Context: an optimization exercise on an open-source flow, tuned for small area, a short achievable clock period and few clock cycles. The choices shown serve that exercise and are no tape-out recipe.
In this exercise RTL edits were held to simulation tests only and were not proved equivalent to the original.
No run shown here takes its clock network from TritonCTS; it comes from the design's own scripts or RTL.
The clock port is modelled as an ideal driver, which makes a skipped or thinned clock tree look cheaper than it is; a real chip needs a root buffer or a tree.
Power and IR drop assume default switching activity.

--- flow/flow/run.sh ---
#!/bin/bash
# Standard layout, except that:
#  - the port buffers are the smallest buffer cell (buf_1);
#  - the clock tree is built by flow/manual_tree.tcl in place of TritonCTS:
#    the clock port drives 4 root buffers, each next to its share of the
#    leaf buffers, and each leaf buffer drives one balanced k-means cluster
#    of flip-flops. Everything after the tree (legalisation, timing repair,
#    routing, finishing) is the standard cts.tcl and later steps.
set -euo pipefail
here=$(pwd)
export BUFFER_PORTS_ARGS="-buffer_cell sky130_fd_sc_hd__buf_1"
bash standard.sh synth > log_synth.log 2>&1
rm -rf scripts_mt
cp -r "$FLOW_HOME/scripts" scripts_mt
python3 - "$here/scripts_mt/cts.tcl" > log_patch.log 2>&1 <<'PY'
import sys
p = sys.argv[1]
s = open(p).read()
old = "log_cmd clock_tree_synthesis {*}$cts_args"
assert s.count(old) == 1
s = s.replace(old, "source $::env(MT_TREE_TCL)\nmt_build $::env(MT_NLEAF) $::env(MT_NROOT) $::env(MT_LEAF_CELL) $::env(MT_ROOT_CELL)")
open(p, "w").write(s)
print("patched", p)
PY
export MT_TREE_TCL="$here/flow/manual_tree.tcl"
export MT_NLEAF=12
export MT_NROOT=4
export MT_LEAF_CELL=sky130_fd_sc_hd__clkbuf_16
export MT_ROOT_CELL=sky130_fd_sc_hd__clkbuf_16
bash standard.sh SCRIPTS_DIR="$here/scripts_mt" finish > log_flow.log 2>&1
--- flow/flow/manual_tree.tcl ---
proc mt_build {nleaf use_root leaf_cell root_cell} {
  set db [ord::get_db]
  set block [ord::get_db_block]
  set clk [$block findNet clk]
  set sinks {}
  foreach it [$clk getITerms] {
    if {[$it isInputSignal] || [[$it getMTerm] getSigType] eq "CLOCK"} { lappend sinks $it }
  }
  set n [llength $sinks]
  set xs {}; set ys {}
  foreach it $sinks {
    set bb [[$it getInst] getBBox]
    lappend xs [expr {([$bb xMin] + [$bb xMax]) / 2}]
    lappend ys [expr {([$bb yMin] + [$bb yMax]) / 2}]
  }
  # k-means, seeded along a sort by angle around the centroid
  set cx 0; set cy 0
  foreach x $xs y $ys { set cx [expr {$cx + $x}]; set cy [expr {$cy + $y}] }
  set cx [expr {$cx / double($n)}]; set cy [expr {$cy / double($n)}]
  set idx {}
  for {set i 0} {$i < $n} {incr i} {
    lappend idx [list $i [expr {atan2([lindex $ys $i] - $cy, [lindex $xs $i] - $cx)}]]
  }
  set idx [lsort -real -index 1 $idx]
  set kx {}; set ky {}
  for {set c 0} {$c < $nleaf} {incr c} {
    set sx 0; set sy 0; set m 0
    for {set p [expr {$c * $n / $nleaf}]} {$p < ($c + 1) * $n / $nleaf} {incr p} {
      set i [lindex $idx $p 0]
      set sx [expr {$sx + [lindex $xs $i]}]; set sy [expr {$sy + [lindex $ys $i]}]; incr m
    }
    lappend kx [expr {$sx / double($m)}]; lappend ky [expr {$sy / double($m)}]
  }
  set cap [expr {int(ceil(double($n) / $nleaf * 1.15))}]
  for {set iter 0} {$iter < 30} {incr iter} {
    # balanced assignment: nearest centre with room
    set pairs {}
    for {set i 0} {$i < $n} {incr i} {
      for {set c 0} {$c < $nleaf} {incr c} {
        set d [expr {abs([lindex $xs $i] - [lindex $kx $c]) + abs([lindex $ys $i] - [lindex $ky $c])}]
        lappend pairs [list $i $c $d]
      }
    }
    set pairs [lsort -real -index 2 $pairs]
    set asg [lrepeat $n -1]; set cnt [lrepeat $nleaf 0]
    foreach pr $pairs {
      lassign $pr i c d
      if {[lindex $asg $i] >= 0 || [lindex $cnt $c] >= $cap} continue
      lset asg $i $c; lset cnt $c [expr {[lindex $cnt $c] + 1}]
    }
    set nx [lrepeat $nleaf 0.0]; set ny [lrepeat $nleaf 0.0]
    for {set i 0} {$i < $n} {incr i} {
      set c [lindex $asg $i]
      lset nx $c [expr {[lindex $nx $c] + [lindex $xs $i]}]
      lset ny $c [expr {[lindex $ny $c] + [lindex $ys $i]}]
    }
    for {set c 0} {$c < $nleaf} {incr c} {
      if {[lindex $cnt $c] > 0} {
        lset kx $c [expr {[lindex $nx $c] / [lindex $cnt $c]}]
        lset ky $c [expr {[lindex $ny $c] / [lindex $cnt $c]}]
      }
    }
  }
  set lm [$db findMaster $leaf_cell]
  set rm [$db findMaster $root_cell]
  # group the leaves for the roots: sort leaves by angle around the centroid
  set lidx {}
  for {set c 0} {$c < $nleaf} {incr c} {
    lappend lidx [list $c [expr {atan2([lindex $ky $c] - $cy, [lindex $kx $c] - $cx)}]]
  }
  set lidx [lsort -real -index 1 $lidx]
  set lroot [lrepeat $nleaf 0]
  if {$use_root > 0} {
    for {set p 0} {$p < $nleaf} {incr p} {
      lset lroot [lindex $lidx $p 0] [expr {$p * $use_root / $nleaf}]
    }
    set tops {}
    for {set r 0} {$r < $use_root} {incr r} {
      set sx 0; set sy 0; set m 0
      for {set c 0} {$c < $nleaf} {incr c} {
        if {[lindex $lroot $c] == $r} {
          set sx [expr {$sx + [lindex $kx $c]}]; set sy [expr {$sy + [lindex $ky $c]}]; incr m
        }
      }
      set root [odb::dbInst_create $block $rm "mt_root_$r"]
      $root setLocation [expr {int($sx / $m)}] [expr {int($sy / $m)}]
      $root setPlacementStatus PLACED
      set top [odb::dbNet_create $block "mt_clk_root_$r"]
      $top setSigType CLOCK
      [$root findITerm A] connect $clk
      [mt_out $root] connect $top
      lappend tops $top
    }
  }
  for {set c 0} {$c < $nleaf} {incr c} {
    set b [odb::dbInst_create $block $lm "mt_leaf_$c"]
    $b setLocation [expr {int([lindex $kx $c])}] [expr {int([lindex $ky $c])}]
    $b setPlacementStatus PLACED
    set net [odb::dbNet_create $block "mt_clk_$c"]
    $net setSigType CLOCK
    if {$use_root > 0} {
      [$b findITerm A] connect [lindex $tops [lindex $lroot $c]]
    } else {
      [$b findITerm A] connect $clk
    }
    [mt_out $b] connect $net
    for {set i 0} {$i < $n} {incr i} {
      if {[lindex $asg $i] == $c} {
        set it [lindex $sinks $i]
        $it disconnect
        $it connect $net
      }
    }
  }
  puts "manual tree: $n sinks, $nleaf leaves ([join $cnt { }]), roots $use_root"
}

# the output pin of a buffer (X) or inverter (Y)
proc mt_out {inst} {
  set it [$inst findITerm X]
  if {$it eq "NULL" || $it eq ""} { set it [$inst findITerm Y] }
  return $it
}
--- flow/standard.sh ---
#!/bin/bash
# synth_recipe.tcl (not shown) runs the flow's synth.tcl, then flattens the netlist and writes it again
# the make line also repeats each setting of config.mk as NAME=value (left out here)
make -C /OpenROAD-flow-scripts/flow DESIGN_CONFIG=/design/flow/config.mk WORK_HOME=/design/flow/orfs CLKGATE_MAP_FILE= SYNTH_SCRIPT=/design/flow/synth_recipe.tcl "${@:-finish}"
--- flow/config.mk ---
export PLATFORM = sky130hd
export DESIGN_NAME = frame_codec
export DESIGN_NICKNAME = frame_codec
export VERILOG_FILES = /design/flow/design.v
export SDC_FILE = /design/flow/constraint.sdc
export NUM_CORES = 4
export LEC_CHECK = 0
export CAP_MARGIN = 20
export CORE_MARGIN = 2
export CORE_UTILIZATION = 58
export SETUP_SLACK_MARGIN = 3.85
export SLEW_MARGIN = 20
export SYNTH_HIERARCHICAL = 1
--- flow/constraint.sdc ---
create_clock -name core_clock -period 6.0 [get_ports {clk}]
set_input_delay 1.2000 -clock core_clock [delete_from_list [all_inputs] [get_ports {clk}]]
set_output_delay 1.2000 -clock core_clock [all_outputs]
set_load 0.01 [all_outputs]
--- flow/design.v ---
module fc_nor2 (input wire a, input wire b, output wire y);
    assign y = ~(a | b);
endmodule
module fc_nand2 (input wire a, input wire b, output wire y);
    assign y = ~(a & b);
endmodule
module fc_ao21 (input wire a, input wire b, input wire c, output wire y);
    assign y = (a & b) | c;
endmodule
module frame_request_check (
    input  wire        op,
    input  wire        aw,
    input  wire [15:0] raw_hi,
    input  wire [7:0]  sid_raw,
    input  wire [7:0]  nid_raw,
    input  wire [7:0]  plen,
    output wire        ok,        
    output wire        bad,       
    output wire        oor,       
    output wire        ptl        
);
    wire [7:0] r1;
    wire [3:0] r2;
    wire [1:0] r3;
    genvar g;
    generate
        for (g = 0; g < 8; g = g + 1) begin : l1
            fc_nor2 u (.a(raw_hi[2*g]), .b(raw_hi[2*g+1]), .y(r1[g]));
        end
        for (g = 0; g < 4; g = g + 1) begin : l2
            fc_nand2 u (.a(r1[2*g]), .b(r1[2*g+1]), .y(r2[g]));
        end
        for (g = 0; g < 2; g = g + 1) begin : l3
            fc_nor2 u (.a(r2[2*g]), .b(r2[2*g+1]), .y(r3[g]));
        end
    endgenerate
    wire s1a, s1b, s2, sn_none;
    fc_nor2  u_s1a (.a(sid_raw[7]), .b(sid_raw[6]), .y(s1a));
    fc_nor2  u_s1b (.a(sid_raw[5]), .b(nid_raw[7]), .y(s1b));
    fc_nand2 u_s2  (.a(s1a), .b(s1b), .y(s2));
    fc_nor2  u_s3  (.a(s2), .b(nid_raw[6]), .y(sn_none));
    wire p1a, p1b;
    fc_nor2  u_p1a (.a(plen[7]), .b(plen[6]), .y(p1a));
    fc_nor2  u_p1b (.a(plen[5]), .b(plen[4]), .y(p1b));
    wire id_ok  = op ? sn_none : (aw | (r3[0] & r3[1]));
    assign ok   = id_ok & p1a & p1b;
    assign bad  = ~ok;
    assign oor  = ~id_ok;
    assign ptl  = id_ok & ~(p1a & p1b);
endmodule
module frame_byte_mux (
    input  wire         s_cfg,
    input  wire         s_a0r, s_a0p, s_a1r, s_a1p, s_a2r, s_a3r,
    input  wire [14:0]  s_pay,
    input  wire         s_end,
    input  wire         aw,
    input  wire         ft,
    input  wire [3:0]   plen,
    input  wire [31:0]  raw_id,
    input  wire [4:0]   sid,
    input  wire [5:0]   nid,
    input  wire [119:0] pay,
    output reg  [7:0]   y
);
    integer i;
    always @(*) begin
        y = ({8{s_cfg}} & {2'b11, aw, ft, plen})
          | ({8{s_a0r}} & raw_id[7:0])   | ({8{s_a0p}} & {sid[1:0], nid})
          | ({8{s_a1r}} & raw_id[15:8])  | ({8{s_a1p}} & {5'd0, sid[4:2]})
          | ({8{s_a2r}} & raw_id[23:16]) | ({8{s_a3r}} & raw_id[31:24])
          | ({8{s_end}} & 8'h55);
        for (i = 0; i < 15; i = i + 1)
            y = y | ({8{s_pay[i]}} & pay[8*i +: 8]);
    end
endmodule
module frame_serializer (
    input  wire         clk,
    input  wire         rst,
    input  wire         req_valid,
    output reg          req_ready,
    input  wire         op,           
    input  wire         ft,
    input  wire         aw,
    input  wire [31:0]  raw_id,
    input  wire [7:0]   sid_raw,
    input  wire [7:0]   nid_raw,
    input  wire [7:0]   plen,
    input  wire [119:0] pay,
    output reg          tx_valid,
    output reg  [7:0]   tx_data,
    output reg          tx_last,
    input  wire         tx_ready,
    output reg          resp_valid,
    output wire [2:0]   status,
    output reg  [4:0]   wire_len
);
    wire ok, bad, oor, ptl;
    frame_request_check u_chk (
        .op(op), .aw(aw), .raw_hi(raw_id[31:16]), .sid_raw(sid_raw), .nid_raw(nid_raw),
        .plen(plen), .ok(ok), .bad(bad), .oor(oor), .ptl(ptl)
    );
    reg [1:0] st;
    assign status = {1'b0, st};
    reg       n_cfg, n_addr, n_pay, n_end;
    reg [3:0] nidx;
    reg       r_op, r_aw;
    reg [3:0] r_len;
    wire take     = tx_valid && tx_ready;
    wire addr_lst = (nidx[1:0] == {r_aw, 1'b1});
    wire pay_lst  = (nidx == r_len - 4'd1);
    wire no_pay   = (r_len == 4'd0);
    wire step     = (n_addr && !addr_lst) || (n_pay && !pay_lst);
    wire [3:0]  s_addr = {4{n_addr}} & (4'b0001 << nidx[1:0]);
    reg  [14:0] s_pay;
    integer i;
    always @(*)
        for (i = 0; i < 15; i = i + 1)
            s_pay[i] = n_pay && nidx == i;
    wire [7:0] nxt;
    frame_byte_mux u_mux (
        .s_cfg(n_cfg),
        .s_a0r(s_addr[0] && !r_op), .s_a0p(s_addr[0] && r_op),
        .s_a1r(s_addr[1] && !r_op), .s_a1p(s_addr[1] && r_op),
        .s_a2r(s_addr[2] && !r_op), .s_a3r(s_addr[3] && !r_op),
        .s_pay(s_pay), .s_end(n_end),
        .aw(aw), .ft(ft), .plen(plen[3:0]), .raw_id(raw_id),
        .sid(sid_raw[4:0]), .nid(nid_raw[5:0]), .pay(pay), .y(nxt)
    );
    wire acc  = req_ready && req_valid && !rst;
    wire done = take && tx_last && !rst;
    wire tx_valid_d, resp_valid_d, req_ready_d;
    fc_ao21 u_v (.a(ok),  .b(acc), .c(!rst && tx_valid && !(tx_ready && tx_last)), .y(tx_valid_d));
    fc_ao21 u_r (.a(bad), .b(acc), .c(done), .y(resp_valid_d));
    fc_ao21 u_q (.a(bad), .b(acc), .c(rst || (req_ready && !req_valid) || done), .y(req_ready_d));
    wire [4:0] len_sum = 5'd5 + {3'd0, aw, 1'b0} + {1'b0, plen[3:0]};
    always @(posedge clk) begin
        st       <= {ptl, oor};
        wire_len <= {5{ok}} & len_sum;
        r_op     <= op;
        r_aw     <= aw;
        r_len    <= plen[3:0];
        if (req_ready) begin
            tx_data <= 8'hAA;
            n_cfg   <= 1'b1;
            n_addr  <= 1'b0;
            n_pay   <= 1'b0;
            n_end   <= 1'b0;
            nidx    <= 4'd0;
        end else if (take) begin
            tx_data <= nxt;
            n_cfg   <= 1'b0;
            n_addr  <= n_cfg || (n_addr && !addr_lst);
            n_pay   <= (n_addr && addr_lst && !no_pay) || (n_pay && !pay_lst);
            n_end   <= (n_addr && addr_lst && no_pay) || (n_pay && pay_lst) || n_end;
            nidx    <= step ? nidx + 4'd1 : 4'd0;
        end
        req_ready  <= req_ready_d;
        tx_valid   <= tx_valid_d;
        resp_valid <= resp_valid_d;
        tx_last    <= !rst && tx_valid && !(tx_ready && tx_last) && (tx_ready ? n_end : tx_last);
    end
endmodule
module frame_deserializer (
    input  wire         clk,
    input  wire         rst,
    input  wire         req_valid,
    output reg          req_ready,
    input  wire         rx_valid,
    input  wire [7:0]   rx_data,
    input  wire         rx_timeout,
    output reg          rx_ready,
    output reg          resp_valid,
    output wire [2:0]   status,
    output wire         ft,
    output wire         aw,
    output wire [25:0]  sid,
    output wire [5:0]   nid,
    output wire [3:0]   plen,
    output wire [119:0] pay
);
    reg         st_start, st_cfg, st_addr, st_pay, st_end;
    reg [5:0]   rx_cfg;
    reg [31:0]  rx_acc;
    reg [1:0]   k;
    reg [3:0]   j;
    reg [119:0] rx_buf;
    reg         st_desync, st_trunc;
    assign status = {st_trunc, st_desync, st_desync};
    assign ft     = rx_cfg[4];
    assign aw     = rx_cfg[5];
    assign plen   = rx_cfg[3:0];
    assign sid    = rx_acc[31:6];
    assign nid    = rx_acc[5:0];
    assign pay    = rx_buf;
    wire is_aa = (rx_data == 8'hAA);
    wire is_55 = (rx_data == 8'h55);
    wire ev    = rx_valid || rx_timeout;
    wire acc   = req_ready && req_valid;
    wire fin = rx_ready && ((st_start && (rx_timeout || (rx_valid && !is_aa)))
                         || ((st_cfg || st_addr || st_pay) && rx_timeout)
                         || (st_end && ev));
    wire addr_lst = (k == {rx_cfg[5], 1'b1});
    wire pay_lst  = (j == rx_cfg[3:0] - 4'd1);
    wire no_pay   = (rx_cfg[3:0] == 4'd0);
    integer i;
    always @(posedge clk) begin
        if (st_cfg)
            rx_cfg <= rx_data[5:0];
        if (st_start)
            rx_acc[31:16] <= 16'd0;
        for (i = 0; i < 4; i = i + 1)
            if (st_addr && k == i)
                rx_acc[8*i +: 8] <= rx_data;
        for (i = 0; i < 15; i = i + 1)
            if (st_pay && j == i)
                rx_buf[8*i +: 8] <= rx_data;
        st_desync <= st_start;
        st_trunc  <= !st_start && !(st_end && rx_valid && is_55);
        st_start <= acc || (st_start && !ev);
        st_cfg   <= !acc && ((st_start && rx_valid) || (st_cfg && !rx_valid));
        st_addr  <= !acc && (st_cfg && rx_valid || (st_addr && !(rx_valid && addr_lst)));
        st_pay   <= !acc && ((st_addr && rx_valid && addr_lst && !no_pay)
                          || (st_pay && !(rx_valid && pay_lst)));
        st_end   <= !acc && ((st_addr && rx_valid && addr_lst && no_pay)
                          || (st_pay && rx_valid && pay_lst) || st_end);
        k        <= st_addr ? k + {1'b0, rx_valid} : 2'd0;
        j        <= st_pay ? j + {3'd0, rx_valid} : 4'd0;
        req_ready  <= rst || (req_ready && !req_valid) || fin;
        rx_ready   <= !rst && (acc || (rx_ready && !fin));
        resp_valid <= !rst && fin;
    end
endmodule
module frame_codec (
    input  wire         clk,
    input  wire         rst,
    input  wire         tx_req_valid,
    output wire         tx_req_ready,
    input  wire         tx_op,
    input  wire         tx_ft,
    input  wire         tx_aw,
    input  wire [31:0]  tx_raw_id,
    input  wire [7:0]   tx_sid,
    input  wire [7:0]   tx_nid,
    input  wire [7:0]   tx_plen,
    input  wire [119:0] tx_pay,
    output wire         tx_valid,
    output wire [7:0]   tx_data,
    output wire         tx_last,
    input  wire         tx_ready,
    output wire         tx_resp_valid,
    output wire [2:0]   tx_status,
    output wire [4:0]   tx_wire_len,
    input  wire         rx_req_valid,
    output wire         rx_req_ready,
    input  wire         rx_valid,
    input  wire [7:0]   rx_data,
    input  wire         rx_timeout,
    output wire         rx_ready,
    output wire         rx_resp_valid,
    output wire [2:0]   rx_status,
    output wire         rx_ft,
    output wire         rx_aw,
    output wire [25:0]  rx_sid,
    output wire [5:0]   rx_nid,
    output wire [3:0]   rx_plen,
    output wire [119:0] rx_pay
);
    frame_serializer u_tx (
        .clk(clk), .rst(rst),
        .req_valid(tx_req_valid), .req_ready(tx_req_ready),
        .op(tx_op), .ft(tx_ft), .aw(tx_aw), .raw_id(tx_raw_id),
        .sid_raw(tx_sid), .nid_raw(tx_nid), .plen(tx_plen), .pay(tx_pay),
        .tx_valid(tx_valid), .tx_data(tx_data), .tx_last(tx_last), .tx_ready(tx_ready),
        .resp_valid(tx_resp_valid), .status(tx_status), .wire_len(tx_wire_len)
    );
    frame_deserializer u_rx (
        .clk(clk), .rst(rst),
        .req_valid(rx_req_valid), .req_ready(rx_req_ready),
        .rx_valid(rx_valid), .rx_data(rx_data), .rx_timeout(rx_timeout), .rx_ready(rx_ready),
        .resp_valid(rx_resp_valid), .status(rx_status),
        .ft(rx_ft), .aw(rx_aw), .sid(rx_sid), .nid(rx_nid), .plen(rx_plen), .pay(rx_pay)
    );
endmodule
==> qor.txt, run 1 <==
Post-Syn Area - 8430 um2
Core area - 14,400 um2
Port-buffer cells - 376
Setup TNS Final - 0 ns
Final Util - 0.753
Clk slew on worst S/H paths - 0.07 ns
Yosys warning count - 9
Worst-margin pin slew - 1.05 ns
Fin. max-slew vios - 0
Power Density - 250 nW/um2
Crit start category - primary input
Average size of a mapped cell - 13.9 um2
Mapped Cells - 608
First-pass GRT wire length - 44,000 um
Clock skew - 0.0183 ns
Pin count of the biggest net entering global routing - 23
Routed WL - 30,000 um
Post-synthesis net count - 813
Leakage - 3.69 nW
Peak supply drop - 0.157 mV
Most common cell after layout, fill and taps aside - buf_1
I/O pin total - 378
RSZ-0062 raised after global routing - true
Antenna violations before repair - 3
Layout net count - 1,191
Starting DRT DRC Count - 741
WP data required - 6.18 ns
FF+latch count, synth - 207
Via Count - 7,303
Crit-path max FO - 6
Setup slack at placement - 3.26 ns
Final GP Congestion - 1.02
Hpwl dp - 20,700 um
Fillers - 937
Final worst slack - 3.83 ns
Most frequent cells in the layout - buf_1, edfxtp_1, dfxtp_1, a22oi_1, nand2_1
Vias in the first global route - 7,344
Die ar. - 15,500 um2
Number of setup violations in the final report - 0
Worst-Skew Late Latency - 0.30 ns
Status - complete, no violations
Tmin final - 2.17 ns
Maximum clock rate - 460 MHz
Final Hold Viols - 0
Initial Utilization - 0.587
Ys flop type - edfxtp_1
Critical path arrival - 2.36 ns
Post-route cell area - 10,800 um2
GRT overflow - 0
Share of flip-flops with an asynchronous set or reset - 0
Post-synthesis sequential area ratio - 0.679
Slew margin rel. - 0.296
Post-DP Area - 9880 um2
Post-DRT Antenna Nets - 0
Drt first pass iters - 5
Netlist cell types - 59
Max-cap violations - 0
Die X - 125 um
CTS Hold Bufs - 0
Part of the cycle the worst path needs - 0.362
Total track usage - 0.373
Area growth, synth to finish - 28.2%
Post-DR wirelength/cell - 25.6 um
Critical path capture point type - flip-flop
Layout cells sized above 1 - 0.142
Via density - 6.24
Hold Crit Class - flip-flop to flip-flop
Remaining DRCs - 0
EDFF count, synth - 158
Chip height - 125 um
Type of the worst setup path - primary input to flip-flop
Cell Rows - 44
-- repair_timing --
item                                    CTS  global route
endpoints found under the setup margin  121            30
resized for setup                        96            45
pin swaps                                43             9
setup buffers                             8             1
cloned                                    5             0
-- cell usage after synthesis, types with 3 or more instances --
cell / count / area, um2
nor3_1: 8 / 40.0
edfxtp_1: 158 / 4740
buf_4: 4 / 30.0
o21ai_0: 5 / 25.0
nor3b_1: 4 / 30.0
nand3_1: 7 / 35.0
and3_1: 4 / 25.0
clkbuf_1: 11 / 41.3
buf_6: 10 / 113
a21o_1: 4 / 30.0
a22o_1: 13 / 114
and2_1: 43 / 269
xor2_1: 8 / 70.1
buf_2: 10 / 50.1
inv_1: 15 / 56.3
nand3b_1: 6 / 45.0
a22oi_1: 46 / 345
nand2_1: 39 / 146
a221oi_1: 7 / 61.3
a222oi_1: 6 / 60.1
and4_1: 4 / 35.0
nand2b_1: 3 / 18.8
dfxtp_1: 49 / 981
nor2_1: 41 / 154
xnor2_1: 8 / 70.1
a211oi_1: 6 / 45.0
ha_1: 10 / 125
nand4_1: 17 / 106
a21oi_1: 13 / 65.1
nor2b_1: 4 / 25.0
a221oi_2: 8 / 120
-- through the flow --
| stage | total power [W] | instances | hold WS (ns) |
|---|---|---|---|
| CTS | 0.00255 | 1167 | 0.442 |
| global placement | 0.00178 | 1138 | 0.446 |
| detailed placement | 0.00179 | 1138 | 0.444 |
| finish | 0.00270 | 1170 | 0.466 |
| global route | 0.00277 | 1170 | 0.485 |
| floorplan | 0.00168 | 608 | 0.390 |
-- per-module statistics from Yosys, one instance, submodules excluded, a selection --
module	times used	cell area, um2	flip-flops and latches
frame_byte_mux	1	1010	0
fc_nand2	5	3.75	0
frame_serializer	1	1500	33
fc_ao21	3	7.51	0
frame_request_check	1	45.0	0
fc_nor2	15	3.75	0
frame_deserializer	1	5780	174
-- flip-flops by register name (all words and copies together) (netlist names), 2 cells and up --
signal	cells
u_rx.rx_cfg	6
u_rx.k	2
u_rx.rx_buf	120
u_tx.st	2
u_tx.wire_len	5
u_tx.tx_data	8
u_rx.rx_acc	32
u_tx.nidx	4
u_rx.j	4
u_tx.r_len	4
-- cells by family after synthesis --
| family | share of synthesized area |
|---|---|
| DFF | 0.679 |
| and+or+nand+nor | 0.128 |
| AOI/OAI and AO/OA | 0.115 |
| buffers and inverters | 0.0344 |
| xor gates and xnor gates | 0.0258 |
| adders and majority gates | 0.0172 |
| other | 0.000445 |
| muxes | 0.00119 |
-- worst paths after layout --
check | start | end | slack (ns) | cells past startpoint
worst max-delay path | tx_raw_id[20] | u_tx.tx_valid$_DFF_P_ | 3.83 | 7
worst min-delay path | u_tx.tx_data[6]$_SDFFE_PP0P_ | u_tx.tx_data[6]$_SDFFE_PP0P_ | 0.47 | 2
worst max register to register | u_tx.nidx[0]$_SDFFE_PP0P_ | u_tx.tx_data[1]$_SDFFE_PP1P_ | 3.86 | 9
worst min register to register | u_tx.tx_data[6]$_SDFFE_PP0P_ | u_tx.tx_data[6]$_SDFFE_PP0P_ | 0.47 | 2
-- per-layer routing --
metal / track usage / wire length (um) / up-vias
met2: 0.658 / 15100 / 621
met5: 0 / 13 / -
met1: 0.446 / 9900 / 3490
met4: 0.176 / 1840 / 2
li1: - / - / 3054
met3: 0.0614 / 3100 / 136
-- report_power, final --
part           internal [W]  total [W]  switching, W
Combinational     0.0000864   0.000209      0.000122
Clock              0.000476   0.000906      0.000430
Sequential          0.00157    0.00159     0.0000201
Total               0.00213    0.00270      0.000573
-- final cells by class --
type / instances / area (um2) / share of cell area
Timing Repair Buffer: 394 / 1740 / 0.161
Sequential cell: 207 / 5740 / 0.531
Antenna cell: 2 / 5.00 / 0.000463
Tap cell: 184 / 230 / 0.0213
Buffer: 16 / 400 / 0.0370
Inverter: 15 / 56.3 / 0.00521
Multi-Input combinational cell: 352 / 2640 / 0.244
-- worst max-delay path: stages --
cell and delay (ns):
buf_1 0.16, nor2_2 0.07, nand2_2 0.12, nor2_4 0.06, a211o_1 0.33, and3b_2 0.26, a21o_1 0.16
Testbench counts, summed over its fixed seeds: cycles 56,146.
==> run 2: changes to the inputs <==
--- a/flow/flow/run.sh
+++ b/flow/flow/run.sh
@@ -26,5 +26,5 @@
 export MT_NLEAF=12
 export MT_NROOT=4
-export MT_LEAF_CELL=sky130_fd_sc_hd__clkbuf_16
+export MT_LEAF_CELL=sky130_fd_sc_hd__clkbuf_8
 export MT_ROOT_CELL=sky130_fd_sc_hd__clkbuf_16
 bash standard.sh SCRIPTS_DIR="$here/scripts_mt" finish > log_flow.log 2>&1
--- a/flow/config.mk
+++ b/flow/config.mk
@@ -8,5 +8,5 @@
 export CAP_MARGIN = 20
 export CORE_MARGIN = 2
-export CORE_UTILIZATION = 58
+export CORE_UTILIZATION = 60
 export SETUP_SLACK_MARGIN = 3.85
 export SLEW_MARGIN = 20
==> qor.txt, run 2 <==
Power Density - 233 nW/um2 (-6.9%)
Post-synthesis sequential area ratio - 0.679 (unchanged)
WP data required - 6.17 ns (about the same)
Setup TNS Final - 0 ns (unchanged)
Worst-Skew Late Latency - 0.30 ns (about the same)
Cell accounting for the most synthesized area - edfxtp_1
First-pass GRT wire length - 38,700 um (-12%)
Initial Utilization - 0.610 (+0.0230)
Routed WL - 27,500 um (-8.3%)
CTS Hold Bufs - 0 (unchanged)
Core area - 13,800 um2 (-3.8%)
Hpwl dp - 20,000 um (-3.1%)
Synth Area in Simple Gates - 0.128 (unchanged)
Drt first pass iters - 6 (+1)
GRT overflow - 0 (unchanged)
Most common cell after layout, fill and taps aside - buf_1
Yosys warning count - 9 (unchanged)
Post-DR wirelength/cell - 23.5 um (-8.1%)
Clk slew on worst S/H paths - 0.11 ns (+0.04 ns)
Die X - 123 um (-1.6%)
Maximum clock rate - 456 MHz (-1.0%)
Hold Crit Class - flip-flop to flip-flop
Multiplexer share of the synthesized area - 0.00119 (unchanged)
Max stage delay on crit path - 0.42 ns (+0.09 ns)
Mapped Cells - 608 (unchanged)
Post-DP Area - 9870 um2 (-0.13%)
Crit start category - flip-flop
Vias in the first global route - 6,625 (-9.8%)
Via density - 6.04 (-3.3%)
Critical path arrival - 2.37 ns (about the same)
RSZ-0062 raised after global routing - true
Largest Register - u_rx.rx_buf
Most frequent cells after synthesis - edfxtp_1, dfxtp_1, a22oi_1, and2_1, nor2_1
Status - complete, no violations
CP delay by family, top - simple AND/OR/NAND/NOR gates
Clock skew - 0.0256 ns (+0.00731 ns)
CP bufs+invs - 1 (unchanged)
Number of setup violations in the final report - 0 (unchanged)
Final Hold Viols - 0 (unchanged)
Layout net count - 1,191 (unchanged)
Peak supply drop - 0.122 mV (-22%)
Die ar. - 15,000 um2 (-3.2%)
Top flop regs - u_rx.rx_buf: 120 flops, u_rx.rx_acc: 32 flops, u_tx.tx_data: 8 flops
Part of the cycle the worst path needs - 0.366 (+0.00383)
Area growth, synth to finish - 25.5%
Remaining DRCs - 0 (unchanged)
Post-synthesis net count - 813 (unchanged)
Critical path capture point type - flip-flop
Max-cap violations - 0 (unchanged)
Cell Rows - 43 (-2.3%)
Pin count of the biggest net entering global routing - 23 (unchanged)
Starting DRT DRC Count - 747 (+0.81%)
Post-Syn Area - 8430 um2 (unchanged)
FF+latch count, synth - 207 (unchanged)
I/O pin total - 378 (unchanged)
Type of the worst setup path - flip-flop to flip-flop
XOR/XNOR share of the synthesized area - 0.0258 (unchanged)
Hold Slack - 0.475 ns (+0.00880 ns)
Critical-path cell list - inv_1 > ha_1 > and2_2 > a22o_1 > a221oi_1 > and4_4 > nand4_1 > nand2_1 > a21oi_1
Share of flip-flops with an asynchronous set or reset - 0 (unchanged)
Total track usage - 0.349 (-0.0240)
Fin. max-slew vios - 0 (unchanged)
Crit-path max FO - 8 (+2)
Count leader, synth - edfxtp_1
Max reg flops - 120 (unchanged)
Post-DRT Antenna Nets - 0 (unchanged)
Worst-margin pin slew - 0.847 ns (-0.200 ns)
Most frequent cells in the layout - buf_1, edfxtp_1, dfxtp_1, a22oi_1, nand2_1
Average size of a mapped cell - 13.9 um2 (unchanged)
Synth top area share - 0.563 (unchanged)
EDFF count, synth - 158 (unchanged)
Largest family of logic cells by synthesized area - simple AND/OR/NAND/NOR gates
Via Count - 7,052 (-3.4%)
Post-route cell area - 10,600 um2 (-2.1%)
Slew margin rel. - 0.433 (+0.137)
Netlist cell types - 59 (unchanged)
Port-buffer cells - 376 (unchanged)
Tmin final - 2.19 ns (+0.0230 ns)
Synth top area cells - edfxtp_1, dfxtp_1, a22oi_1
Compound-Gate Fraction of Synth Area - 0.115 (unchanged)
Final GP Congestion - 1.04 (+2.5%)
Leakage - 3.58 nW (-2.8%)
Chip height - 123 um (-1.6%)
Ys flop type - edfxtp_1
Layout cells sized above 1 - 0.129 (-0.0132)
Adder-Cell Fraction of Synth Area - 0.0172 (unchanged)
Fillers - 913 (-2.6%)
Slowest CP cell - dfxtp_4
Antenna violations before repair - 5 (+2)
run 2: cell counts after synthesis:
Identical to the previous run, type by type.
run 2: per-stage QoR:
stage / instances / utilization / setup slack [ns] / power [W]
5_1_grt: 1167 / 0.766 / 3.73 / 0.00253
4_1_cts: 1161 / 0.759 / 3.57 / 0.00234
3_5_place_dp: 1133 / 0.714 / 3.18 / 0.00179
6_report: 1168 / 0.766 / 3.81 / 0.00246
2_1_floorplan: 608 / - / 3.86 / 0.00168
3_3_place_gp: 1133 / 0.714 / 3.33 / 0.00178
run 2: path summary, 6_finish.rpt:
| check | start | endpoint | slack [ns] | cells after the start |
|---|---|---|---|---|
| min | u_tx.tx_data[2]$_SDFFE_PP0P_ | u_tx.tx_data[2]$_SDFFE_PP0P_ | 0.47 | 2 |
| min reg2reg | u_tx.tx_data[2]$_SDFFE_PP0P_ | u_tx.tx_data[2]$_SDFFE_PP0P_ | 0.47 | 2 |
| max reg2reg | u_tx.nidx[0]$_SDFFE_PP0P_ | u_tx.tx_data[4]$_SDFFE_PP0P_ | 3.81 | 9 |
| max | u_tx.nidx[0]$_SDFFE_PP0P_ | u_tx.tx_data[4]$_SDFFE_PP0P_ | 3.81 | 9 |
run 2: per-module statistics from Yosys (local to each module, per instance), excerpt:
module               cell area [um2]  flip-flops and latches  times used
frame_deserializer              5780                     174           1
frame_serializer                1500                      33           1
frame_byte_mux                  1010                       0           1
frame_request_check             45.0                       0           1
fc_ao21                         7.51                       0           3
fc_nand2                        3.75                       0           5
fc_nor2                         3.75                       0          15
run 2: worst register-to-register path, stage by stage (launching register included):
cell,delay (ns)
dfxtp_4,0.42
inv_1,0.08
ha_1,0.26
and2_2,0.28
a22o_1,0.24
a221oi_1,0.28
and4_4,0.30
nand4_1,0.08
nand2_1,0.07
a21oi_1,0.06
run 2: layout make-up:
cell class	count	area [um2]	area share
Buffer	16	265	0.0251
Sequential cell	207	5740	0.542
Tap cell	180	225	0.0213
Multi-Input combinational cell	351	2590	0.244
Antenna cell	4	10.0	0.000945
Inverter	15	56.3	0.00532
Timing Repair Buffer	395	1710	0.161
run 2: what timing repair did:
action                                  in CTS  in global routing
pin swaps                                   42                  1
gates resized for setup                     96                 32
gates cloned                                 2                  0
endpoints found under the setup margin     139                 29
setup buffers                               10                  3
run 2: per-layer routing:
metal	GRT usage	routed length (um)	vias up
met1	0.411	9190	3397
li1	-	-	3042
met4	0.167	1460	4
met5	0	25	-
met3	0.0613	2660	104
met2	0.618	14200	505
run 2: where the power goes:
group	internal (W)	switching, W	total (W)
Sequential	0.00157	0.0000202	0.00159
Clock	0.000301	0.000383	0.000684
Combinational	0.0000815	0.000111	0.000193
Total	0.00195	0.000515	0.00246
run 2: cell families (layout without fill, tap and decap cells):
| family | Yosys count | after routing |
|---|---|---|
| buffers and inverters | 50 | 426 |
| DFF | 207 | 207 |
| other | 1 | 5 |
| xor gates and xnor gates | 20 | 20 |
| and+or+nand+nor | 198 | 198 |
| AOI/OAI and AO/OA | 120 | 120 |
| muxes | 1 | 1 |
| adders and majority gates | 11 | 11 |
==> run 3: changes to the inputs <==
--- a/flow/flow/run.sh
+++ b/flow/flow/run.sh
@@ -26,5 +26,5 @@
 export MT_NLEAF=12
 export MT_NROOT=4
-export MT_LEAF_CELL=sky130_fd_sc_hd__clkbuf_8
+export MT_LEAF_CELL=sky130_fd_sc_hd__clkbuf_16
 export MT_ROOT_CELL=sky130_fd_sc_hd__clkbuf_16
 bash standard.sh SCRIPTS_DIR="$here/scripts_mt" finish > log_flow.log 2>&1
--- a/flow/config.mk
+++ b/flow/config.mk
@@ -6,8 +6,8 @@
 export NUM_CORES = 4
 export LEC_CHECK = 0
-export CAP_MARGIN = 20
+export CAP_MARGIN = 0
 export CORE_MARGIN = 2
 export CORE_UTILIZATION = 60
 export SETUP_SLACK_MARGIN = 3.85
-export SLEW_MARGIN = 20
+export SLEW_MARGIN = 0
 export SYNTH_HIERARCHICAL = 1
==> qor.txt, run 3 <==
Max stage delay on crit path - 0.40 ns (-0.02 ns)
Tmin final - 2.11 ns (-0.0855 ns)
Via density - 6.03 (-0.20%)
Slew margin rel. - 0.319 (-0.114)
Critical path capture point type - output pin
Initial Utilization - 0.610 (unchanged)
Final Hold Viols - 0 (unchanged)
Critical path arrival - 0.91 ns (-1.46 ns)
Slowest CP cell - edfxtp_1
Tot Pwr - 0.00267 W (+8.4%)
Share of flip-flops with an asynchronous set or reset - 0 (unchanged)
Post-DRT Antenna Nets - 0 (unchanged)
Critical-path cell list - buf_1
Remaining DRCs - 0 (unchanged)
Die ar. - 15,000 um2 (unchanged)
Clk slew on worst S/H paths - 0.08 ns (-0.03 ns)
Cell accounting for the most synthesized area - edfxtp_1
Type of the worst setup path - flip-flop to output pin
Post-Syn Area - 8430 um2 (unchanged)
Final GP Congestion - 1.04 (unchanged)
Worst-margin pin slew - 1.01 ns (+0.167 ns)
Maximum clock rate - 474 MHz (+4.1%)
RSZ-0062 raised after global routing - true
First-pass GRT wire length - 39,300 um (+1.7%)
Power Density - 247 nW/um2 (+6.2%)
Port-buffer cells - 376 (unchanged)
Area growth, synth to finish - 28.1%
Ys flop type - edfxtp_1
Crit-path max FO - 4 (-4)
GRT overflow - 0 (unchanged)
Most frequent cells in the layout - buf_1, edfxtp_1, dfxtp_1, a22oi_1, nand2_1
Routed WL - 27,900 um (+1.5%)
EDFF count, synth - 158 (unchanged)
Number of setup violations in the final report - 0 (unchanged)
Max-cap violations - 0 (unchanged)
Average size of a mapped cell - 13.9 um2 (unchanged)
Peak supply drop - 0.140 mV (+15%)
Worst-Skew Late Latency - 0.29 ns (about the same)
CP bufs+invs - 1 (unchanged)
Fin. max-slew vios - 0 (unchanged)
Starting DRT DRC Count - 764 (+2.3%)
Pin count of the biggest net entering global routing - 23 (unchanged)
Crit start category - flip-flop
Synth top area share - 0.563 (unchanged)
Largest Register - u_rx.rx_buf
Total track usage - 0.357 (+0.00811)
Leakage - 3.68 nW (+2.7%)
Top flop regs - u_rx.rx_buf: 120 flops, u_rx.rx_acc: 32 flops, u_tx.tx_data: 8 flops
Drt first pass iters - 7 (+1)
Post-synthesis sequential area ratio - 0.679 (unchanged)
Layout net count - 1,194 (+0.25%)
Most common cell after layout, fill and taps aside - buf_1
Yosys warning count - 9 (unchanged)
FF+latch count, synth - 207 (unchanged)
Setup TNS Final - 0 ns (unchanged)
Die X - 123 um (unchanged)
Hpwl dp - 20,000 um (unchanged)
CP delay by family, top - flip-flops
Status - complete, no violations
Vias in the first global route - 6,655 (+0.45%)
Mapped Cells - 608 (unchanged)
Clock skew - 0.0133 ns (-0.0123 ns)
Synth top area cells - edfxtp_1, dfxtp_1, a22oi_1
Count leader, synth - edfxtp_1
Via Count - 7,062 (+0.14%)
Core area - 13,800 um2 (unchanged)
WP data required - 4.80 ns (-1.37 ns)
Antenna violations before repair - 5 (unchanged)
Netlist cell types - 59 (unchanged)
Chip height - 123 um (unchanged)
Post-synthesis net count - 813 (unchanged)
Most frequent cells after synthesis - edfxtp_1, dfxtp_1, a22oi_1, and2_1, nor2_1
Layout cells sized above 1 - 0.132 (+0.00265)
Post-DR wirelength/cell - 23.8 um (+1.2%)
I/O pin total - 378 (unchanged)
Max reg flops - 120 (unchanged)
Part of the cycle the worst path needs - 0.352 (-0.0142)
Hold Crit Class - flip-flop to flip-flop
Cell Rows - 43 (unchanged)
-- run 3: cell count changes in the layout (fill, tap and decap cells not counted), sizes merged --
cell	previous run	this run
buf	393	395
diode	4	5
bufbuf	1	2
-- run 3: Yosys stat by module (local to each module, per instance), excerpt --
module	cell area (um2)	cells	flip-flops and latches	times used
frame_request_check	45.0	7	0	1
frame_byte_mux	1010	129	0	1
fc_nand2	3.75	1	0	5
frame_deserializer	5780	289	174	1
fc_nor2	3.75	1	0	15
frame_serializer	1500	160	33	1
fc_ao21	7.51	1	0	3
-- run 3: report_power, final --
group / switching (W) / internal (W)
Sequential: 0.0000187 / 0.00157
Clock: 0.000413 / 0.000475
Combinational: 0.000113 / 0.0000848
Total: 0.000544 / 0.00213
-- run 3: path summary, 6_finish.rpt --
path,slack (ns),cells past startpoint,endpoint,start
setup / recovery,3.89,1,rx_plen[0],u_rx.rx_cfg[0]$_DFFE_PP_
hold / removal,0.47,0,u_rx.st_desync$_DFF_P_,u_rx.st_start$_DFF_P_
setup reg to reg,3.91,9,u_tx.tx_data[6]$_SDFFE_PP0P_,u_tx.nidx[1]$_SDFFE_PP0P_
hold reg to reg,0.47,0,u_rx.st_desync$_DFF_P_,u_rx.st_start$_DFF_P_
-- run 3: cell families after synthesis --
| kind of cell | after synthesis | share of synthesized area |
|---|---|---|
| other | 1 | 0.000445 |
| AOI/OAI and AO/OA | 120 | 0.115 |
| muxes | 1 | 0.00119 |
| xor gates and xnor gates | 20 | 0.0258 |
| buffers and inverters | 50 | 0.0344 |
| adders and majority gates | 11 | 0.0172 |
| DFF | 207 | 0.679 |
| and+or+nand+nor | 198 | 0.128 |
-- run 3: per-stage QoR --
stage	hold WS, ns	cells	setup WS (ns)	instance area (um2)	util
after detailed placement	0.445	1133	3.18	9870	0.714
after floorplan	0.390	608	3.86	8430	-
after CTS	0.445	1162	3.57	10700	0.773
after global placement	0.436	1133	3.33	9870	0.714
final	0.468	1172	3.89	10800	0.781
after global routing	0.477	1170	3.78	10800	0.781
-- run 3: timing repair --
action	CTS	global route
resized for setup	101	35
pin swaps	43	3
hold buffers	0	0
setup endpoints to repair	147	26
gates cloned	2	0
buffers inserted	11	5
-- run 3: per-layer routing --
metal | wire, um | share of wire | up-vias | track usage
met5 | 25 | 0.00090 | - | 0
met1 | 9230 | 0.33 | 3368 | 0.424
met2 | 14600 | 0.52 | 539 | 0.632
met4 | 1270 | 0.045 | 4 | 0.166
met3 | 2820 | 0.10 | 88 | 0.0613
li1 | - | - | 3063 | -
-- run 3: final cells by class --
cell class	instances	area, um2
antenna	5	12.5
buffer	16	400
fill	856	3020
inverter	15	56.3
multi-input combinational	351	2590
sequential	207	5740
tap	180	225
timing repair buffer	398	1780
==> run 4: changes to the inputs <==
--- a/flow/config.mk
+++ b/flow/config.mk
@@ -6,8 +6,8 @@
 export NUM_CORES = 4
 export LEC_CHECK = 0
-export CAP_MARGIN = 0
+export CAP_MARGIN = 10
 export CORE_MARGIN = 2
 export CORE_UTILIZATION = 60
 export SETUP_SLACK_MARGIN = 3.85
-export SLEW_MARGIN = 0
+export SLEW_MARGIN = 10
 export SYNTH_HIERARCHICAL = 1
==> qor.txt, run 4 <==
Status - complete, no violations
Routed WL - 27,900 um (unchanged)
Worst-Skew Late Latency - 0.29 ns (about the same)
Fin. max-slew vios - 0 (unchanged)
Post-DP Area - 9870 um2 (unchanged)
Most frequent cells in the layout - buf_1, edfxtp_1, dfxtp_1, a22oi_1, nand2_1
Type of the worst setup path - flip-flop to output pin
Cell accounting for the most synthesized area - edfxtp_1
Power Density - 247 nW/um2 (unchanged)
Worst-margin pin slew - 1.01 ns (unchanged)
Peak supply drop - 0.140 mV (unchanged)
Final worst slack - 3.89 ns (unchanged)
FF+latch count, synth - 207 (unchanged)
Maximum clock rate - 474 MHz (unchanged)
Port-buffer cells - 376 (unchanged)
Die X - 123 um (unchanged)
Tmin final - 2.11 ns (unchanged)
Chip height - 123 um (unchanged)
CP delay by family, top - flip-flops
Clock skew - 0.0133 ns (unchanged)
Crit-path max FO - 4 (unchanged)
Most frequent cells after synthesis - edfxtp_1, dfxtp_1, a22oi_1, and2_1, nor2_1
Met2 wire length - 14,600 um (unchanged)
Number of setup violations in the final report - 0 (unchanged)
Final Hold Viols - 0 (unchanged)
Average size of a mapped cell - 13.9 um2 (unchanged)
Netlist cell types - 59 (unchanged)
Critical path capture point type - output pin
Part of the cycle the worst path needs - 0.352 (unchanged)
Pin count of the biggest net entering global routing - 23 (unchanged)
CP bufs+invs - 1 (unchanged)
Slew margin rel. - 0.319 (unchanged)
Starting DRT DRC Count - 764 (unchanged)
Tot Pwr - 0.00267 W (unchanged)
Slowest CP cell - edfxtp_1
Post-DRT Antenna Nets - 0 (unchanged)
Most common cell after layout, fill and taps aside - buf_1
Post-route cell area - 10,800 um2 (unchanged)
Clk slew on worst S/H paths - 0.08 ns (about the same)
First-pass GRT wire length - 39,300 um (unchanged)
Yosys warning count - 9 (unchanged)
Total track usage - 0.357 (unchanged)
Initial Utilization - 0.610 (unchanged)
Area growth, synth to finish - 28.1% (unchanged)
GRT overflow - 0 (unchanged)
Count leader, synth - edfxtp_1
Vias in the first global route - 6,655 (unchanged)
Max-cap violations - 0 (unchanged)
Max reg flops - 120 (unchanged)
Core area - 13,800 um2 (unchanged)
Drt first pass iters - 7 (unchanged)
Crit start category - flip-flop
Setup slack at placement - 3.18 ns (unchanged)
Top layer in use - met5
WL met3 - 2820 um (unchanged)
Largest Register - u_rx.rx_buf
Synth top area cells - edfxtp_1, dfxtp_1, a22oi_1
Remaining DRCs - 0 (unchanged)
Mapped Cells - 608 (unchanged)
Layout cells sized above 1 - 0.132 (unchanged)
Layout net count - 1,194 (unchanged)
Via density - 6.03 (unchanged)
Post-DR wirelength/cell - 23.8 um (unchanged)
Final GP Congestion - 1.04 (unchanged)
FF-to-FF setup slack - 3.91 ns (about the same)
Post-synthesis net count - 813 (unchanged)
Cell Rows - 43 (unchanged)
Synth top area share - 0.563 (unchanged)
Final Util - 0.781 (unchanged)
Via Count - 7,062 (unchanged)
Top flop regs - u_rx.rx_buf: 120 flops, u_rx.rx_acc: 32 flops, u_tx.tx_data: 8 flops
Hold Crit Class - flip-flop to flip-flop
Ys flop type - edfxtp_1
Critical-path cell list - buf_1
Setup TNS Final - 0 ns (unchanged)
Share of flip-flops with an asynchronous set or reset - 0 (unchanged)
Leakage - 3.68 nW (unchanged)
WP data required - 4.80 ns (about the same)
Die ar. - 15,000 um2 (unchanged)
Wl on met1 - 9230 um (unchanged)
Critical path arrival - 0.91 ns (about the same)
I/O pin total - 378 (unchanged)
Hpwl dp - 20,000 um (unchanged)
RSZ-0062 raised after global routing - true
Post-synthesis sequential area ratio - 0.679 (unchanged)
Max stage delay on crit path - 0.40 ns (about the same)
Antenna violations before repair - 5 (unchanged)
EDFF count, synth - 158 (unchanged)
Post-Syn Area - 8430 um2 (unchanged)
run 4: cell counts in the layout (fill, tap and decap cells not counted):
No cell type changed its count.
run 4: per-module statistics from Yosys, one instance, submodules excluded, a selection:
module	area, um2	copies in the design
frame_byte_mux	1010	1
frame_request_check	45.0	1
frame_serializer	1500	1
fc_nor2	3.75	15
fc_ao21	7.51	3
fc_nand2	3.75	5
frame_deserializer	5780	1
run 4: stage by stage:
step	hold WS, ns	cells
2_1_floorplan	0.390	608
3_3_place_gp	0.436	1133
3_5_place_dp	0.445	1133
4_1_cts	0.445	1162
5_1_grt	0.477	1170
6_report	0.468	1172
run 4: path summary, 6_finish.rpt:
| check | cells past startpoint | to | from |
|---|---|---|---|
| setup / recovery | 1 | rx_plen[0] | u_rx.rx_cfg[0]$_DFFE_PP_ |
| hold reg to reg | 0 | u_rx.st_desync$_DFF_P_ | u_rx.st_start$_DFF_P_ |
| hold / removal | 0 | u_rx.st_desync$_DFF_P_ | u_rx.st_start$_DFF_P_ |
| setup reg to reg | 9 | u_tx.tx_data[6]$_SDFFE_PP0P_ | u_tx.nidx[1]$_SDFFE_PP0P_ |
run 4: metal layers:
metal | vias up | track usage
met5 | - | 0
met4 | 4 | 0.166
met3 | 88 | 0.0613
met2 | 539 | 0.632
met1 | 3368 | 0.424
li1 | 3063 | -
run 4: power by group:
part	internal [W]	switching, W	total, W
Clock	0.000475	0.000413	0.000888
Sequential	0.00157	0.0000187	0.00158
Combinational	0.0000848	0.000113	0.000198
run 4: layout make-up:
type	instances	area (um2)
sequential	207	5740
inverter	15	56.3
multi-input combinational	351	2590
fill	856	3020
antenna	5	12.5
buffer	16	400
timing repair buffer	398	1780
tap	180	225
run 4: kinds of logic after synthesis:
| family | Yosys count | synth area share |
|---|---|---|
| mux | 1 | 0.00119 |
| buf+inv | 50 | 0.0344 |
| simple gates | 198 | 0.128 |
| fa+ha+maj | 11 | 0.0172 |
| other cells | 1 | 0.000445 |
| compound gates | 120 | 0.115 |
| flops | 207 | 0.679 |
| xor+xnor | 20 | 0.0258 |
run 4: what timing repair did:
| item | CTS | global route |
|---|---|---|
| hold buffers | 0 | 0 |
| buffers inserted | 11 | 5 |
| gates resized for setup | 101 | 35 |
| gates cloned | 2 | 0 |
| endpoints found under the setup margin | 147 | 26 |
| pin swaps | 43 | 3 |
==> run 5: changes to the inputs <==
--- a/flow/flow/run.sh
+++ b/flow/flow/run.sh
@@ -24,5 +24,5 @@
 PY
 export MT_TREE_TCL="$here/flow/manual_tree.tcl"
-export MT_NLEAF=12
+export MT_NLEAF=10
 export MT_NROOT=4
 export MT_LEAF_CELL=sky130_fd_sc_hd__clkbuf_16
==> qor.txt, run 5 <==
P_sw - 0.000536 W (-1.5%)
Area growth, synth to finish - 26.8%
Critical path capture point type - output pin
Starting DRT DRC Count - 718 (-6.0%)
GRT overflow - 0 (unchanged)
Hpwl dp - 20,000 um (unchanged)
Average size of a mapped cell - 13.9 um2 (unchanged)
Netlist cell types - 59 (unchanged)
Busiest grt layer - met2
Core area - 13,800 um2 (unchanged)
Number of setup violations in the final report - 0 (unchanged)
CTS Hold Bufs - 0 (unchanged)
Vias in the first global route - 6,699 (+0.66%)
Critical path arrival - 0.93 ns (+0.02 ns)
Die X - 123 um (unchanged)
Status - complete, no violations
Setup slack at placement - 3.18 ns (unchanged)
Routed WL - 28,100 um (+0.63%)
Fillers - 907 (+6.0%)
RSZ-0062 raised after global routing - true
Yosys warning count - 9 (unchanged)
GR Util met3 - 0.0683 (+0.00697)
Post-DR wirelength/cell - 24.1 um (+1.1%)
Drt first pass iters - 6 (-1)
Cell accounting for the most synthesized area - edfxtp_1
Antenna violations before repair - 5 (unchanged)
Max reg flops - 120 (unchanged)
Fin. max-slew vios - 0 (unchanged)
Setup TNS Final - 0 ns (unchanged)
Leakage - 3.63 nW (-1.4%)
Post-DP Area - 9870 um2 (unchanged)
Synth top area cells - edfxtp_1, dfxtp_1, a22oi_1
Most frequent cells in the layout - buf_1, edfxtp_1, dfxtp_1, a22oi_1, nand2_1
Internal power - 0.00207 W (-2.8%)
Max stage delay on crit path - 0.42 ns (+0.02 ns)
I/O pin total - 378 (unchanged)
Maximum clock rate - 469 MHz (-1.1%)
Slew margin rel. - 0.281 (-0.0385)
Layout net count - 1,191 (-0.25%)
CP bufs+invs - 1 (unchanged)
Via density - 6.09 (+1.1%)
Part of the cycle the worst path needs - 0.355 (+0.00385)
Clk slew on worst S/H paths - 0.09 ns (about the same)
Chip height - 123 um (unchanged)
Clock network power share - 0.315 (-0.017)
Remaining DRCs - 0 (unchanged)
Final worst slack - 3.87 ns (-0.0231 ns)
Clock skew - 0.0238 ns (+0.0105 ns)
Total track usage - 0.358 (+0.000798)
Met1 Usage GRT - 0.422 (-0.00179)
Post-synthesis net count - 813 (unchanged)
Crit start category - flip-flop
Top flop regs - u_rx.rx_buf: 120 flops, u_rx.rx_acc: 32 flops, u_tx.tx_data: 8 flops
Pin count of the biggest net entering global routing - 25 (+8.7%)
Port-buffer cells - 376 (unchanged)
Power Density - 243 nW/um2 (-1.5%)
Reg power frac - 0.609 (+0.015)
Post-route cell area - 10,700 um2 (-1.1%)
Ys flop type - edfxtp_1
Hold Slack - 0.471 ns (+0.00343 ns)
Stages on worst setup path - 1 (unchanged)
Post-Syn Area - 8430 um2 (unchanged)
Layout cells sized above 1 - 0.127 (-0.00468)
Via Count - 7,111 (+0.69%)
Count leader, synth - edfxtp_1
Reg2reg path depth - 9 (unchanged)
Share of flip-flops with an asynchronous set or reset - 0 (unchanged)
Critical-path cell list - buf_1
Initial Utilization - 0.610 (unchanged)
Slowest CP cell - edfxtp_1
Hold path cells - 2 (+2)
Sw frac - 0.206 (+0.00223)
Most frequent cells after synthesis - edfxtp_1, dfxtp_1, a22oi_1, and2_1, nor2_1
Crit-path max FO - 4 (unchanged)
Tmin final - 2.13 ns (+0.0231 ns)
Type of the worst setup path - flip-flop to output pin
Comb pwr share - 0.076 (+0.002)
Post-DRT Antenna Nets - 0 (unchanged)
Largest Register - u_rx.rx_buf
Worst-margin pin slew - 1.07 ns (+0.0574 ns)
FF+latch count, synth - 207 (unchanged)
EDFF count, synth - 158 (unchanged)
Final GP Congestion - 1.04 (unchanged)
Hold Crit Class - flip-flop to flip-flop
Die ar. - 15,000 um2 (unchanged)
Cell Rows - 43 (unchanged)
CP delay by family, top - flip-flops
Worst-Skew Late Latency - 0.29 ns (about the same)
Most common cell after layout, fill and taps aside - buf_1
Synth top area share - 0.563 (unchanged)
WP data required - 4.80 ns (about the same)
Final Hold Viols - 0 (unchanged)
Max-cap violations - 0 (unchanged)
Peak supply drop - 0.160 mV (+14%)
Mapped Cells - 608 (unchanged)
Post-synthesis sequential area ratio - 0.679 (unchanged)
First-pass GRT wire length - 39,600 um (+0.65%)
Met2 Use GR - 0.634 (+0.00208)
## run 5: cell count changes in the layout (fill, tap and decap cells not counted), sizes merged
cell / delta
diode: -2
bufbuf: -1
buf: +1
clkbuf: -3
## run 5: final cells by class
| cell class | count | area [um2] | area share |
|---|---|---|---|
| inverter | 15 | 56.3 | 0.00527 |
| tap | 180 | 225 | 0.0211 |
| multi-input combinational | 351 | 2590 | 0.242 |
| antenna | 3 | 7.51 | 0.000702 |
| timing repair buffer | 397 | 1720 | 0.161 |
| buffer | 14 | 350 | 0.0328 |
| sequential | 207 | 5740 | 0.537 |
## run 5: path summary, 6_finish.rpt
check / to / from / slack [ns]
setup reg to reg: u_tx.tx_data[7]$_SDFFE_PP1P_ / u_tx.nidx[0]$_SDFFE_PP0P_ / 3.89
hold reg to reg: u_tx.tx_data[2]$_SDFFE_PP0P_ / u_tx.tx_data[2]$_SDFFE_PP0P_ / 0.47
setup / recovery: rx_plen[0] / u_rx.rx_cfg[0]$_DFFE_PP_ / 3.87
hold / removal: u_tx.tx_data[2]$_SDFFE_PP0P_ / u_tx.tx_data[2]$_SDFFE_PP0P_ / 0.47
## run 5: logic make-up (layout without fill, tap and decap cells)
| family | Yosys count | count (layout) | synth area share |
|---|---|---|---|
| simple gates | 198 | 198 | 0.128 |
| compound gates | 120 | 120 | 0.115 |
| fa+ha+maj | 11 | 11 | 0.0172 |
| other cells | 1 | 4 | 0.000445 |
| mux | 1 | 1 | 0.00119 |
| buf+inv | 50 | 426 | 0.0344 |
| flops | 207 | 207 | 0.679 |
| xor+xnor | 20 | 20 | 0.0258 |
## run 5: repair_timing
action	4_1_cts	5_1_grt
hold endpoints to repair	0	0
gates cloned	2	0
buffers inserted	12	3
gates resized for setup	98	33
setup endpoints to repair	139	28
pin swaps	42	1
## run 5: through the flow
step / total power [W] / util / std cells
6_report: 0.00260 / 0.773 / 1167
3_5_place_dp: 0.00179 / 0.714 / 1133
5_1_grt: 0.00267 / 0.773 / 1167
4_1_cts: 0.00247 / 0.767 / 1161
2_1_floorplan: 0.00168 / - / 608
3_3_place_gp: 0.00178 / 0.714 / 1133
## run 5: metal layers
| layer | share of wire | up-vias |
|---|---|---|
| met5 | 0.00089 | - |
| met1 | 0.33 | 3437 |
| met4 | 0.050 | 4 |
| met2 | 0.52 | 520 |
| met3 | 0.10 | 106 |
| li1 | - | 3044 |
## run 5: power by group through the flow
stage	Sequential [W]	Combinational, W	Clock (W)
2_1_floorplan	0.00162	0.0000539	0
4_1_cts	0.00162	0.000190	0.000663
5_1_grt	0.00159	0.000211	0.000866
3_3_place_gp	0.00162	0.000160	0
6_report	0.00159	0.000197	0.000820
3_5_place_dp	0.00162	0.000166	0
## run 5: Yosys stat by module, one instance, submodules excluded, a selection
module,cells,times used,flip-flops and latches,cell area [um2]
fc_nor2,1,15,0,3.75
frame_request_check,7,1,0,45.0
fc_ao21,1,3,0,7.51
frame_byte_mux,129,1,0,1010
frame_serializer,160,1,33,1500
frame_deserializer,289,1,174,5780
fc_nand2,1,5,0,3.75
==> run 6: changes to the inputs <==
--- a/flow/config.mk
+++ b/flow/config.mk
@@ -8,5 +8,5 @@
 export CAP_MARGIN = 10
 export CORE_MARGIN = 2
-export CORE_UTILIZATION = 60
+export CORE_UTILIZATION = 62
 export SETUP_SLACK_MARGIN = 3.85
 export SLEW_MARGIN = 10
==> qor.txt, run 6 <==
Layout net count - 1,198 (+0.59%)
Leakage - 3.73 nW (+2.6%)
Hpwl dp - 21,200 um (+5.7%)
Netlist cell types - 59 (unchanged)
Top flop regs - u_rx.rx_buf: 120 flops, u_rx.rx_acc: 32 flops, u_tx.tx_data: 8 flops
Port-buffer cells - 376 (unchanged)
Slew margin rel. - 0.359 (+0.0785)
Most frequent cells in the layout - buf_1, edfxtp_1, dfxtp_1, a22oi_1, nand2_1
Post-synthesis net count - 813 (unchanged)
Average size of a mapped cell - 13.9 um2 (unchanged)
RSZ-0062 raised after global routing - true
Critical path capture point type - flip-flop
Most frequent cells after synthesis - edfxtp_1, dfxtp_1, a22oi_1, and2_1, nor2_1
Drt first pass iters - 7 (+1)
Cell accounting for the most synthesized area - edfxtp_1
Mapped Cells - 608 (unchanged)
I/O pin total - 378 (unchanged)
Worst R2R End - u_rx.rx_buf[19]$_DFFE_PP_
Routed WL - 33,100 um (+18%)
Die ar. - 14,600 um2 (-3.1%)
Setup TNS Final - 0 ns (unchanged)
Via Count - 7,641 (+7.5%)
Max stage delay on crit path - 0.68 ns (+0.26 ns)
Type of the worst setup path - flip-flop to flip-flop
Peak supply drop - 0.163 mV (+2.2%)
CTS Hold Bufs - 0 (unchanged)
WP data required - 5.92 ns (+1.12 ns)
Final Hold Viols - 0 (unchanged)
Core area - 13,200 um2 (-4.2%)
Largest Register - u_rx.rx_buf
Reg2reg path depth - 3 (-6)
EDFF count, synth - 158 (unchanged)
Post-Syn Area - 8430 um2 (unchanged)
Area growth, synth to finish - 29.0%
Final worst slack - 3.67 ns (-0.197 ns)
Remaining DRCs - 0 (unchanged)
Cell Rows - 42 (-2.3%)
Vias in the first global route - 7,440 (+11%)
Synth top area cells - edfxtp_1, dfxtp_1, a22oi_1
Crit start category - flip-flop
Total track usage - 0.440 (+0.0823)
Antenna violations before repair - 7 (+2)
Fin. max-slew vios - 0 (unchanged)
Yosys warning count - 9 (unchanged)
Most common cell after layout, fill and taps aside - buf_1
Critical-path cell list - inv_1 > or3_1 > nor2_1
Final GP Congestion - 0.993 (-4.5%)
Worst Setup SP - u_rx.st_pay$_DFF_P_
Setup slack at placement - 3.11 ns (-0.0690 ns)
Max-cap violations - 0 (unchanged)
Number of setup violations in the final report - 0 (unchanged)
Crit-path max FO - 8 (+4)
Max reg flops - 120 (unchanged)
Clock skew - 0.0265 ns (+0.00271 ns)
Initial Utilization - 0.637 (+0.0269)
FF-to-FF setup slack - 3.67 ns (-0.22 ns)
Chip height - 121 um (-1.6%)
Status - complete, no violations
Post-synthesis sequential area ratio - 0.679 (unchanged)
First-pass GRT wire length - 46,600 um (+18%)
Layout cells sized above 1 - 0.150 (+0.0233)
CP Capture Point - u_rx.rx_buf[19]$_DFFE_PP_
Post-DR wirelength/cell - 28.2 um (+17%)
Part of the cycle the worst path needs - 0.388 (+0.0328)
Synth top area share - 0.563 (unchanged)
Slowest CP cell - nor2_1
Power Density - 245 nW/um2 (+0.59%)
Die X - 121 um (-1.6%)
Post-DRT Antenna Nets - 0 (unchanged)
Critical path arrival - 2.25 ns (+1.32 ns)
GRT overflow - 0 (unchanged)
Clk slew on worst S/H paths - 0.10 ns (about the same)
Via density - 6.51 (+6.8%)
Maximum clock rate - 429 MHz (-8.4%)
Share of flip-flops with an asynchronous set or reset - 0 (unchanged)
Starting DRT DRC Count - 1,149 (+60%)
Reg2reg start - u_rx.st_pay$_DFF_P_
Pin count of the biggest net entering global routing - 25 (unchanged)
Worst-Skew Late Latency - 0.31 ns (+0.02 ns)
Hold Crit Class - flip-flop to flip-flop
Count leader, synth - edfxtp_1
Ys flop type - edfxtp_1
Worst-margin pin slew - 0.958 ns (-0.113 ns)
FF+latch count, synth - 207 (unchanged)
Tmin final - 2.33 ns (+0.197 ns)
-- run 6: cell counts after synthesis --
No cell type changed its count.
-- run 6: power breakdown --
part / switching [W] / internal [W]
Clock: 0.000429 / 0.000419
Sequential: 0.0000230 / 0.00157
Combinational: 0.000134 / 0.0000921
Total: 0.000586 / 0.00208
-- run 6: critical path, delay by kind of cell, from the launching register on --
family	cells	cell delay, ns
and+or+nand+nor	2	1.15
buffers and inverters	1	0.22
DFF	1	0.58
-- run 6: how the worst min path moves through the flow --
stage | end | cells past startpoint | slack, ns | from
after floorplan | u_rx.st_desync$_DFF_P_ | 0 | 0.39 | u_rx.st_start$_DFF_P_
after global placement | u_rx.st_desync$_DFF_P_ | 0 | 0.44 | u_rx.st_start$_DFF_P_
final | u_tx.tx_data[0]$_SDFFE_PP0P_ | 2 | 0.47 | u_tx.tx_data[0]$_SDFFE_PP0P_
after global routing | u_tx.tx_data[0]$_SDFFE_PP0P_ | 2 | 0.48 | u_tx.tx_data[0]$_SDFFE_PP0P_
after CTS | u_rx.st_desync$_DFF_P_ | 0 | 0.45 | u_rx.st_start$_DFF_P_
after detailed placement | u_rx.st_desync$_DFF_P_ | 0 | 0.45 | u_rx.st_start$_DFF_P_
-- run 6: layer usage --
metal | vias to the layer above | GRT usage | wire length (um)
met3 | 199 | 0.0943 | 4170
met2 | 862 | 0.759 | 16100
li1 | 3068 | - | -
met4 | 0 | 0.268 | 2780
met5 | - | 0 | 0
met1 | 3512 | 0.501 | 10100
-- run 6: kinds of logic (layout without fill, tap and decap cells) --
kind of cell | Yosys count | count (layout) | synth area share
AO/OA/AOI/OAI | 120 | 120 | 0.115
buffers and inverters | 50 | 433 | 0.0344
adder cells (fa/ha/maj) | 11 | 11 | 0.0172
flip-flops | 207 | 207 | 0.679
other | 1 | 8 | 0.000445
XOR/XNOR | 20 | 20 | 0.0258
multiplexers | 1 | 1 | 0.00119
AND/OR/NAND/NOR | 198 | 198 | 0.128
-- run 6: layout make-up --
class / count / area [um2]
multi-input combinational: 351 / 2630
tap: 176 / 220
buffer: 14 / 350
antenna: 7 / 17.5
timing repair buffer: 404 / 1870
sequential: 207 / 5740
fill: 700 / 2360
inverter: 15 / 56.3
-- run 6: metrics by stage --
| step | hold WS (ns) | util | cell area (um2) | total power, W | cells |
|---|---|---|---|---|---|
| floorplan | 0.390 | - | 8430 | 0.00168 | 608 |
| global placement | 0.440 | 0.745 | 9870 | 0.00178 | 1130 |
| detailed placement | 0.451 | 0.745 | 9870 | 0.00179 | 1130 |
| CTS | 0.455 | 0.809 | 10700 | 0.00249 | 1158 |
| global route | 0.484 | 0.821 | 10900 | 0.00271 | 1172 |
| finish | 0.465 | 0.821 | 10900 | 0.00266 | 1174 |
-- run 6: modules after synthesis, one instance, submodules excluded, excerpt --
module	cell area (um2)	times used	flops+latches	cells
frame_deserializer	5780	1	174	289
frame_serializer	1500	1	33	160
frame_byte_mux	1010	1	0	129
frame_request_check	45.0	1	0	7
fc_ao21	7.51	3	0	1
fc_nand2	3.75	5	0	1
fc_nor2	3.75	15	0	1
-- run 6: timing repair --
| action | in CTS | in global routing |
|---|---|---|
| cloned | 3 | 0 |
| gates resized for setup | 111 | 43 |
| setup endpoints to repair | 129 | 49 |
| setup buffers | 11 | 8 |
| pin swaps | 51 | 6 |
| hold endpoints to repair | 0 | 0 |

==> re-timing with driven ports <==
How much do the figures lean on ideal ports? The routed layouts below were timed once more, with nothing changed but the port constraints. Step 1: set_driving_cell puts a clkbuf_16 on clk and a buf_2 on each other input, an assumption about the parent block. Step 2 also shifts input and output timing later by t, the mid clock arrival at the registers, as if the neighbouring blocks saw the same clock. Three values: ideal, step 1, step 2; two values: the first two.
| run | shift t [ns] | setup WS [ns] | worst setup path at the end | clock arrival spread, ns |
|---|---|---|---|---|
| run 1 | 0.371 | 3.828 / 3.766 / 3.491 | input to register | 0.019 / 0.019 |
| run 2 | 0.381 | 3.805 / 3.730 / 3.511 | input to register | 0.026 / 0.026 |
| run 3 | 0.371 | 3.891 / 3.801 / 3.542 | input to register | 0.015 / 0.016 |
| run 4 | 0.371 | 3.891 / 3.801 / 3.542 | input to register | 0.015 / 0.016 |
| run 5 | 0.383 | 3.868 / 3.769 / 3.522 | input to register | 0.026 / 0.026 |
| run 6 | 0.390 | 3.671 / 3.671 / 3.434 | input to register | 0.032 / 0.033 |
After both steps setup and hold are still met in every run listed.
